From an optimization exercise on the open Yosys and OpenROAD flow, aimed at small area, a short achievable clock period and few clock cycles; shortcuts taken in it are not production practice. RTL that was checked went through simulation tests only; none was proved equivalent to the original.

Setup of before:
## fsk_f2s
module fsk_f2s (
    input  wire        clk,
    input  wire        rst,           
    input  wire        in_valid,
    output wire        in_ready,
    input  wire [63:0] in_num,
    input  wire [63:0] in_den,
    input  wire [31:0] in_tol,
    input  wire        in_gate_en,
    input  wire [31:0] in_gate_lo,
    input  wire [31:0] in_gate_hi,
    output reg         out_valid,
    output reg  [1:0]  out_status,
    output reg  [7:0]  out_code,
    output reg  [6:0]  out_index
);
Size in the first run: roughly 1600 flip-flops, ~250 I/O pins, roughly 95000 um2 of cells after synthesis.
Settings: LEC_CHECK=0, CAP_MARGIN=20, CORE_MARGIN=2, CORE_UTILIZATION=40, SLEW_MARGIN=20; clock period 18.0 ns.
run.sh (not shown) runs the stock make flow with config.mk's settings and CLKGATE_MAP_FILE= SYNTH_SCRIPT=/design/flow/synth_recipe.tcl, a recipe that flattens the netlist after the stock synthesis.
Relative to before, the following input files were edited for after:
-- flow/design.v --
<<< before, line 34
  localparam [1:0] ST_ILLEGAL  = 2'd2;
  localparam [1:0] ST_GATED    = 2'd3;
  parameter [6:0] REG_AFTER = 7'b101_0101;
  reg        v0;
  reg [63:0] n0, d0;
>>> after, line 34
  localparam [1:0] ST_ILLEGAL  = 2'd2;
  localparam [1:0] ST_GATED    = 2'd3;
  parameter [6:0] REG_AFTER = 7'b111_1111;
  reg        v0;
  reg [63:0] n0, d0;
--- outcome ---
Compared with before, after ends up with a larger final cell area. after vs before: arithmetic-cell share of the synthesized area counting full adders, half adders and majority gates down in after. Compared with before, after shows height of the chip that has gone up by more than 10%. Count of fill cells added during filler insertion delta for after relative to before: about 22% higher.
No functional check of the RTL was part of any run of this note.

---

## main
fsk_f2s, a different RTL version from the one above (not shown whole).
Size: ~12,000 cells after synthesis, ~2,600 flip-flops, ~0.12 mm2 of cells after synthesis.
// fsk_f2s
module fsk_f2s (
    input  wire        clk,
    input  wire        rst,           
    input  wire        in_valid,
    output wire        in_ready,
    input  wire [63:0] in_num,
    input  wire [63:0] in_den,
    input  wire [31:0] in_tol,
    input  wire        in_gate_en,
    input  wire [31:0] in_gate_lo,
    input  wire [31:0] in_gate_hi,
    output reg         out_valid,
    output reg  [1:0]  out_status,
    output reg  [7:0]  out_code,
    output reg  [6:0]  out_index
);
Settings: LEC_CHECK=0, CAP_MARGIN=20, CORE_MARGIN=2, CORE_UTILIZATION=60, PLACE_DENSITY=0.7, SLEW_MARGIN=20; clock period 18.0 ns.
Testbench counts of main, summed over its fixed seeds: cycles 4,922.
Setup changes, main to the feature branch
-- flow/design.v --
<<< main, line 113
    a_s <= xn[77:14];
    a_b <= xn[13:0];
    a_m[MW-1:1] <= ma_in[MW-1:1];
    a_m[0] <= rst ? 1'b0 : ma_in[0];
>>> the feature branch, line 113
    a_s <= xn[77:14];
    a_b <= xn[13:0];
    a_d <= dn;
    a_m[MW-1:1] <= ma_in[MW-1:1];
    a_m[0] <= rst ? 1'b0 : ma_in[0];
<<< main, line 142
    rec_r <= rec_nx;
    rec_n <= ~rec_nx;
    a_d   <= rec_nx ? d_w[1] : dn;
  end
  reg [MW-1:0] m_st;
>>> the feature branch, line 143
    rec_r <= rec_nx;
    rec_n <= ~rec_nx;
  end
  reg [MW-1:0] m_st;
<<< main, line 155
  assign c_w[7] = rec_n ? 65'd0 : cm;
  assign b_w[7] = rec_n ? a_b : 14'd0;
  assign d_w[7] = a_d;
  assign p_w[7] = 14'd0;
  assign n_w[7] = 14'd0;
>>> the feature branch, line 155
  assign c_w[7] = rec_n ? 65'd0 : cm;
  assign b_w[7] = rec_n ? a_b : 14'd0;
  assign d_w[7] = rec_n ? a_d : dm;
  assign p_w[7] = 14'd0;
  assign n_w[7] = 14'd0;
Notes after the runs:
- | die outline height | higher: the feature branch |
- Changes observed in the feature branch relative to main: maximum number of pins on one net before global-route repair has increased; sequential share of layout area now larger; global-route wire length before repair shows an increase of 2800 um; met3 track demand over resource in global routing down 0.83 points.
Function not checked in the feature branch: the RTL went through the layout flow alone.

---

The RTL this note starts from:
==> flow/design.v <==
module fsk_freq_table (
    input  wire [6:0]  idx,
    output reg  [12:0] tbl_freq,
    output reg  [7:0]  tbl_code
);
  always @(*) begin
    tbl_freq = 13'd1000 + {idx, 5'd0} + {1'b0, idx, 4'd0} + {5'd0, idx, 1'b0};
    if (idx < 7'd26)       tbl_code = {1'b0, idx} + 8'h41;
    else if (idx < 7'd52)  tbl_code = {1'b0, idx} + 8'h47;
    else if (idx < 7'd62)  tbl_code = {1'b0, idx} - 8'h04;
    else if (idx < 7'd67)  tbl_code = {1'b0, idx} + 8'h42;
    else                   tbl_code = 8'h00;
    if (idx > 7'd66) tbl_freq = 13'd0;
  end
endmodule
module fsk_f2s (
    input  wire        clk,
    input  wire        rst,           
    input  wire        in_valid,
    output wire        in_ready,
    input  wire [63:0] in_num,
    input  wire [63:0] in_den,
    input  wire [31:0] in_tol,
    input  wire        in_gate_en,
    input  wire [31:0] in_gate_lo,
    input  wire [31:0] in_gate_hi,
    output reg         out_valid,
    output reg  [1:0]  out_status,
    output reg  [7:0]  out_code,
    output reg  [6:0]  out_index
);
  localparam [1:0] ST_FOUND    = 2'd0;
  localparam [1:0] ST_NOTFOUND = 2'd1;
  localparam [1:0] ST_ILLEGAL  = 2'd2;
  localparam [1:0] ST_GATED    = 2'd3;
  parameter [12:0] REG_AFTER = 13'b0_1010_0100_1001;
  reg        v0;
  reg [63:0] n0, d0;
  reg [31:0] t0, lo0, hi0;
  reg        ge0, fast0, sat0, s3_0, gz0;
  reg [5:0]  lz0;
  wire slow0 = ~fast0 & ~sat0;
  assign in_ready = ~(v0 & slow0);
  wire accept = in_valid & in_ready;
  wire in_fast = in_den > {13'd0, in_num[63:13]};
  wire in_sat  = in_den <= {39'd0, in_num[63:39]};
  function [5:0] lzc64(input [63:0] x);
    reg [31:0] a;
    reg [15:0] b;
    reg [7:0]  c;
    reg [3:0]  e;
    reg [1:0]  f;
    begin
      lzc64[5] = ~|x[63:32];
      a = lzc64[5] ? x[31:0] : x[63:32];
      lzc64[4] = ~|a[31:16];
      b = lzc64[4] ? a[15:0] : a[31:16];
      lzc64[3] = ~|b[15:8];
      c = lzc64[3] ? b[7:0] : b[15:8];
      lzc64[2] = ~|c[7:4];
      e = lzc64[2] ? c[3:0] : c[7:4];
      lzc64[1] = ~|e[3:2];
      f = lzc64[1] ? e[1:0] : e[3:2];
      lzc64[0] = ~f[1];
    end
  endfunction
  localparam MW = 50;
  localparam M_V = 0, M_FX = 1, M_FST = 2, M_SLOW = 4, M_PR = 5, M_GE = 7,
             M_LO = 8, M_HI = 22, M_T = 36;
  wire [65:0]   s_w [0:13];    
  wire [65:0]   c_w [0:13];
  wire [63:0]   d_w [0:13];    
  wire [12:0]   b_w [0:13];    
  wire [12:0]   p_w [0:13];    
  wire [12:0]   n_w [0:13];    
  wire [MW-1:0] m_w [0:13];
  wire [65:0]   sm = s_w[0];
  wire [65:0]   cm = c_w[0];
  wire [63:0]   dm = d_w[0];
  wire [12:0]   pm = p_w[0];
  wire [12:0]   nm = n_w[0];
  wire [MW-1:0] mm = m_w[0];
  wire mv    = mm[M_V];
  wire mslow = mm[M_SLOW];
  wire [1:0] mpr = mm[M_PR+1:M_PR];
  reg busy;
  wire inj_rec   = mv & mslow & (mpr != 2'd0);
  wire inj_slow1 = v0 & slow0 & ~busy;
  wire inj_fast  = v0 & ~slow0;
  function [13:0] sat14(input [31:0] x);
    sat14 = (x[31:13] != 19'd0) ? 14'd8192 : {1'b0, x[12:0]};
  endfunction
  wire ill0 = (d0 == 64'd0);
  wire [5:0]   sx   = fast0 ? lz0 : (s3_0 ? lz0 - 6'd26 : lz0 - 6'd13);
  wire [63:0]  dn   = d0 << lz0;
  wire [76:0]  xn   = {13'd0, n0} << sx;
  reg [65:0]   s_in, c_in;
  reg [12:0]   b_in;
  reg [MW-1:0] m_in;
  always @(*) begin
    s_in = {2'b00, xn[76:13]};
    c_in = 66'd0;
    b_in = xn[12:0];
    m_in = {MW{1'b0}};
    m_in[M_GE] = ge0;
    m_in[M_LO +: 14] = gz0 ? 14'd8192 : sat14(lo0);
    m_in[M_HI +: 14] = sat14(hi0);
    m_in[M_T  +: 14] = sat14(t0);
    m_in[M_FX] = sat0;
    m_in[M_FST +: 2] = ill0 ? ST_ILLEGAL : (ge0 ? ST_GATED : ST_NOTFOUND);
    if (inj_rec) begin
      s_in = sm;
      c_in = cm;
      b_in = 13'd0;
      m_in[M_SLOW] = 1'b1;
      m_in[M_PR +: 2] = mpr - 2'd1;
      m_in[M_V] = 1'b1;
      m_in[M_FX] = 1'b0;
    end else if (inj_slow1) begin
      m_in[M_SLOW] = 1'b1;
      m_in[M_PR +: 2] = s3_0 ? 2'd2 : 2'd1;
      m_in[M_V] = 1'b1;
      m_in[M_FX] = 1'b0;
    end else begin
      m_in[M_V] = inj_fast;
    end
  end
  assign s_w[13] = s_in;
  assign c_w[13] = c_in;
  assign d_w[13] = dn;
  assign b_w[13] = b_in;
  assign p_w[13] = 13'd0;
  assign n_w[13] = 13'd0;
  assign m_w[13] = m_in;
  genvar j;
  generate
    for (j = 12; j >= 0; j = j - 1) begin : g_step
      wire [65:0] s = s_w[j+1];
      wire [65:0] c = c_w[j+1];
      wire [63:0] d = d_w[j+1];
      wire [66:0] a  = {s, b_w[j+1][j]};
      wire [66:0] bb = {c, 1'b0};
      wire [3:0] est = a[66:63] + bb[66:63];
      wire q1 = ~est[3];                   
      wire qm = est[3] & ~(&est[2:0]);     
      wire [65:0] x = ({66{q1}} & {2'b11, ~d}) | ({66{qm}} & {2'b00, d});
      wire [65:0] sn = a[65:0] ^ bb[65:0] ^ x;
      wire [65:0] cn = {(a[64:0] & bb[64:0]) | (a[64:0] & x[64:0]) | (bb[64:0] & x[64:0]), q1};
      wire [12:0] pn = p_w[j+1] | ({12'd0, q1} << j);
      wire [12:0] nn = n_w[j+1] | ({12'd0, qm} << j);
      if (REG_AFTER[j]) begin : g_reg
        reg [65:0]   s_q, c_q;
        reg [63:0]   d_q;
        reg [12:0]   b_q, p_q, n_q;
        reg [MW-1:0] m_q;
        always @(posedge clk) begin
          s_q <= sn;
          c_q <= cn;
          d_q <= d;
          b_q <= b_w[j+1];
          p_q <= pn;
          n_q <= nn;
          m_q[MW-1:1] <= m_w[j+1][MW-1:1];
          m_q[0] <= rst ? 1'b0 : m_w[j+1][0];
        end
        assign s_w[j] = s_q;
        assign c_w[j] = c_q;
        assign d_w[j] = d_q;
        assign b_w[j] = b_q;
        assign p_w[j] = p_q;
        assign n_w[j] = n_q;
        assign m_w[j] = m_q;
      end else begin : g_comb
        assign s_w[j] = sn;
        assign c_w[j] = cn;
        assign d_w[j] = d;
        assign b_w[j] = b_w[j+1];
        assign p_w[j] = pn;
        assign n_w[j] = nn;
        assign m_w[j] = m_w[j+1];
      end
    end
  endgenerate
  reg [25:0] accp, accn;
  wire [65:0] wr   = sm + cm;
  wire        wneg = wr[65];
  wire        wz0  = (wr == 66'd0);
  wire [65:0] dx   = {2'b00, dm};
  wire [65:0] hx   = wr ^ dx;
  wire [65:0] kx   = {wr[64:0] | dx[64:0], 1'b0};
  wire        wzm  = (hx == kx);
  wire        rnz  = wneg ? ~wzm : ~wz0;
  wire [13:0] qlow = {1'b0, pm} - {1'b0, nm} - {13'd0, wneg};
  reg        f1_v, f1_slow, f1_fx, f1_ge, f1_rnz;
  reg [1:0]  f1_fst;
  reg [13:0] f1_q, f1_lo, f1_hi, f1_t;
  always @(posedge clk) begin
    f1_v    <= rst ? 1'b0 : (mv & ~inj_rec);
    f1_slow <= mslow;
    f1_fx   <= mm[M_FX];
    f1_fst  <= mm[M_FST +: 2];
    f1_ge   <= mm[M_GE];
    f1_rnz  <= rnz;
    f1_q    <= qlow;
    f1_lo   <= mm[M_LO +: 14];
    f1_hi   <= mm[M_HI +: 14];
    f1_t    <= mm[M_T  +: 14];
  end
  wire done_slow = f1_v & f1_slow;
  always @(posedge clk) begin
    if (rst) begin
      v0   <= 1'b0;
      busy <= 1'b0;
    end else begin
      if (in_ready) v0 <= in_valid;
      else if (done_slow) v0 <= 1'b0;
      if (inj_slow1) busy <= 1'b1;
      else if (done_slow) busy <= 1'b0;
    end
    if (accept) begin
      n0    <= in_num;
      d0    <= in_den;
      t0    <= in_tol;
      lo0   <= in_gate_lo;
      hi0   <= in_gate_hi;
      ge0   <= in_gate_en;
      fast0 <= in_fast;
      sat0  <= in_sat;
      s3_0  <= (in_den[63:38] == 26'd0);
      gz0   <= in_gate_en & (in_num == 64'd0);
      lz0   <= lzc64(in_den);
    end
    if (inj_slow1) begin
      accp <= 26'd0;
      accn <= 26'd0;
    end else if (inj_rec) begin
      accp <= {accp[12:0], pm};
      accn <= {accn[12:0], nm};
    end
  end
  wire [13:0] q_f  = f1_q;    
  wire [13:0] qc_f = q_f + {13'd0, f1_rnz};
  wire gok_f = (q_f >= f1_lo) & (qc_f <= f1_hi);
  wire signed [16:0] v_f = $signed({3'd0, qc_f}) - $signed({3'd0, f1_t}) - 17'sd1000;
  wire signed [16:0] s_f = $signed({3'd0, q_f}) + $signed({3'd0, f1_t}) - 17'sd1000;
  wire [38:0] q_full  = {accp - accn, 13'd0} + {{25{f1_q[13]}}, f1_q};
  wire [39:0] qc_full = {1'b0, q_full} + {39'd0, f1_rnz};
  wire gok_s = ({1'b0, q_full} >= {8'd0, lo0}) & (qc_full <= {8'd0, hi0});
  wire signed [41:0] w_s = $signed({2'd0, qc_full}) - $signed({10'd0, t0}) - 42'sd1000;
  wire v_le0  = f1_slow ? (w_s <= 0)    : (v_f <= 0);
  wire v_big  = f1_slow ? (w_s > 3300)  : (v_f > 3300);
  wire [11:0] v12 = f1_slow ? w_s[11:0] : v_f[11:0];
  wire s_neg  = ~f1_slow & (s_f < 0);
  wire s_big  = f1_slow | (s_f >= 3300);
  wire [11:0] s12 = s_f[11:0];
  wire gated  = (f1_slow ? ge0 : f1_ge) & ~(f1_slow ? gok_s : gok_f);
  reg        f2_v, f2_fx, f2_gated, f2_vle0, f2_vbig, f2_sneg, f2_sbig;
  reg [1:0]  f2_fst;
  reg [11:0] f2_v12, f2_s12;
  always @(posedge clk) begin
    f2_v     <= rst ? 1'b0 : f1_v;
    f2_fx    <= f1_fx;
    f2_fst   <= f1_fst;
    f2_gated <= gated;
    f2_vle0  <= v_le0;
    f2_vbig  <= v_big;
    f2_v12   <= v12;
    f2_sneg  <= s_neg;
    f2_sbig  <= s_big;
    f2_s12   <= s12;
  end
  wire [11:0] vp = f2_v12 + 12'd49;
  wire [23:0] vm = vp * 11'd1311;
  wire [23:0] sm50 = f2_s12 * 11'd1311;
  wire [6:0]  ia = f2_vle0 ? 7'd0 : vm[22:16];
  wire [6:0]  ib = sm50[22:16];
  reg        f3_v, f3_fx, f3_gated, f3_found;
  reg [1:0]  f3_fst;
  reg [6:0]  f3_ia, f3_ib;
  reg        f3_sbig, f3_sneg, f3_vbig;
  always @(posedge clk) begin
    f3_v     <= rst ? 1'b0 : f2_v;
    f3_fx    <= f2_fx;
    f3_fst   <= f2_fst;
    f3_gated <= f2_gated;
    f3_ia    <= ia;
    f3_ib    <= ib;
    f3_sbig  <= f2_sbig;
    f3_sneg  <= f2_sneg;
    f3_vbig  <= f2_vbig;
  end
  wire found = ~f3_vbig & (f3_sbig | (~f3_sneg & (f3_ia <= f3_ib)));
  wire [12:0] tbl_freq;
  wire [7:0]  tbl_code;
  fsk_freq_table u_table (
      .idx      (f3_ia),
      .tbl_freq (tbl_freq),
      .tbl_code (tbl_code)
  );
  always @(posedge clk) begin
    out_valid <= rst ? 1'b0 : f3_v;
    if (f3_fx) begin
      out_status <= f3_fst;
      out_code   <= 8'd0;
      out_index  <= 7'd0;
    end else if (f3_gated) begin
      out_status <= ST_GATED;
      out_code   <= 8'd0;
      out_index  <= 7'd0;
    end else if (found) begin
      out_status <= ST_FOUND;
      out_code   <= tbl_code;
      out_index  <= f3_ia;
    end else begin
      out_status <= ST_NOTFOUND;
      out_code   <= 8'd0;
      out_index  <= 7'd0;
    end
  end
endmodule
clock: 18.0 ns
lec_check: 0
cap_margin: 20
core_margin: 2
core_utilization: 40
slew_margin: 20
Change:
--- a/flow/design.v
+++ b/flow/design.v
@@ -33,7 +33,7 @@
   localparam [1:0] ST_NOTFOUND = 2'd1;
   localparam [1:0] ST_ILLEGAL  = 2'd2;
   localparam [1:0] ST_GATED    = 2'd3;
-  parameter [12:0] REG_AFTER = 13'b0_1010_0100_1001;
+  parameter [12:0] REG_AFTER = 13'b0_0100_1001_0001;
   reg        v0;
   reg [63:0] n0, d0;
   reg [31:0] t0, lo0, hi0;
Effect: Die area fell by a few percent; cell count fell by a few percent; worst hold slack gains 0.017 ns; fmax fell by about a fifth; global-route usage barely changes; via count fell by a few percent; register-to-register slack loses 3.4 ns; critical path depth rose by 7; count of clock-buffer cells in the layout fell by 26.
No functional check of the RTL was part of any run of this note.

afterwards: timing with drivers on the ports:
In the flow no input, the clock included, has a driving cell. The finished layouts below were timed again as built, in two steps. Step 1 sets driving cells, clkbuf_16 on the clock port and buf_2 on the other inputs (assumed; they add their load-dependent delay and slew). Step 2 adds t to the input delays and takes it off the output delays; t is the mean of the earliest and latest rising clock arrival at the registers after step 1. Input paths then give back, and output paths get back, about the clock's delay inside the block. Slacks: ideal / step 1 / step 2; pairs: ideal / step 1.
run	t (ns)	slack for setup (ns)	hold slack, ns	latest minus earliest clock arrival (ns)
before	0.913	8.119 / 8.119 / 8.119	0.262 / 0.262 / 0.262	0.089 / 0.089
after	0.948	8.810 / 8.810 / 8.810	0.275 / 0.275 / 0.275	0.085 / 0.085
main	1.001	11.968 / 12.033 / 11.032	0.276 / 0.276 / 0.276	0.098 / 0.098
the feature branch	1.010	11.345 / 11.345 / 10.638	0.277 / 0.277 / 0.277	0.086 / 0.085
the first run of note 3	0.931	6.690 / 6.690 / 6.690	0.270 / 0.270 / 0.270	0.071 / 0.070
the second run of note 3	0.930	3.331 / 3.331 / 3.331	0.287 / 0.287 / 0.287	0.058 / 0.058
After both steps every run listed still meets setup and hold. For main, which loses most, drivers alone change the setup slack by +0.065 ns; drivers and shift together by -0.936 ns.
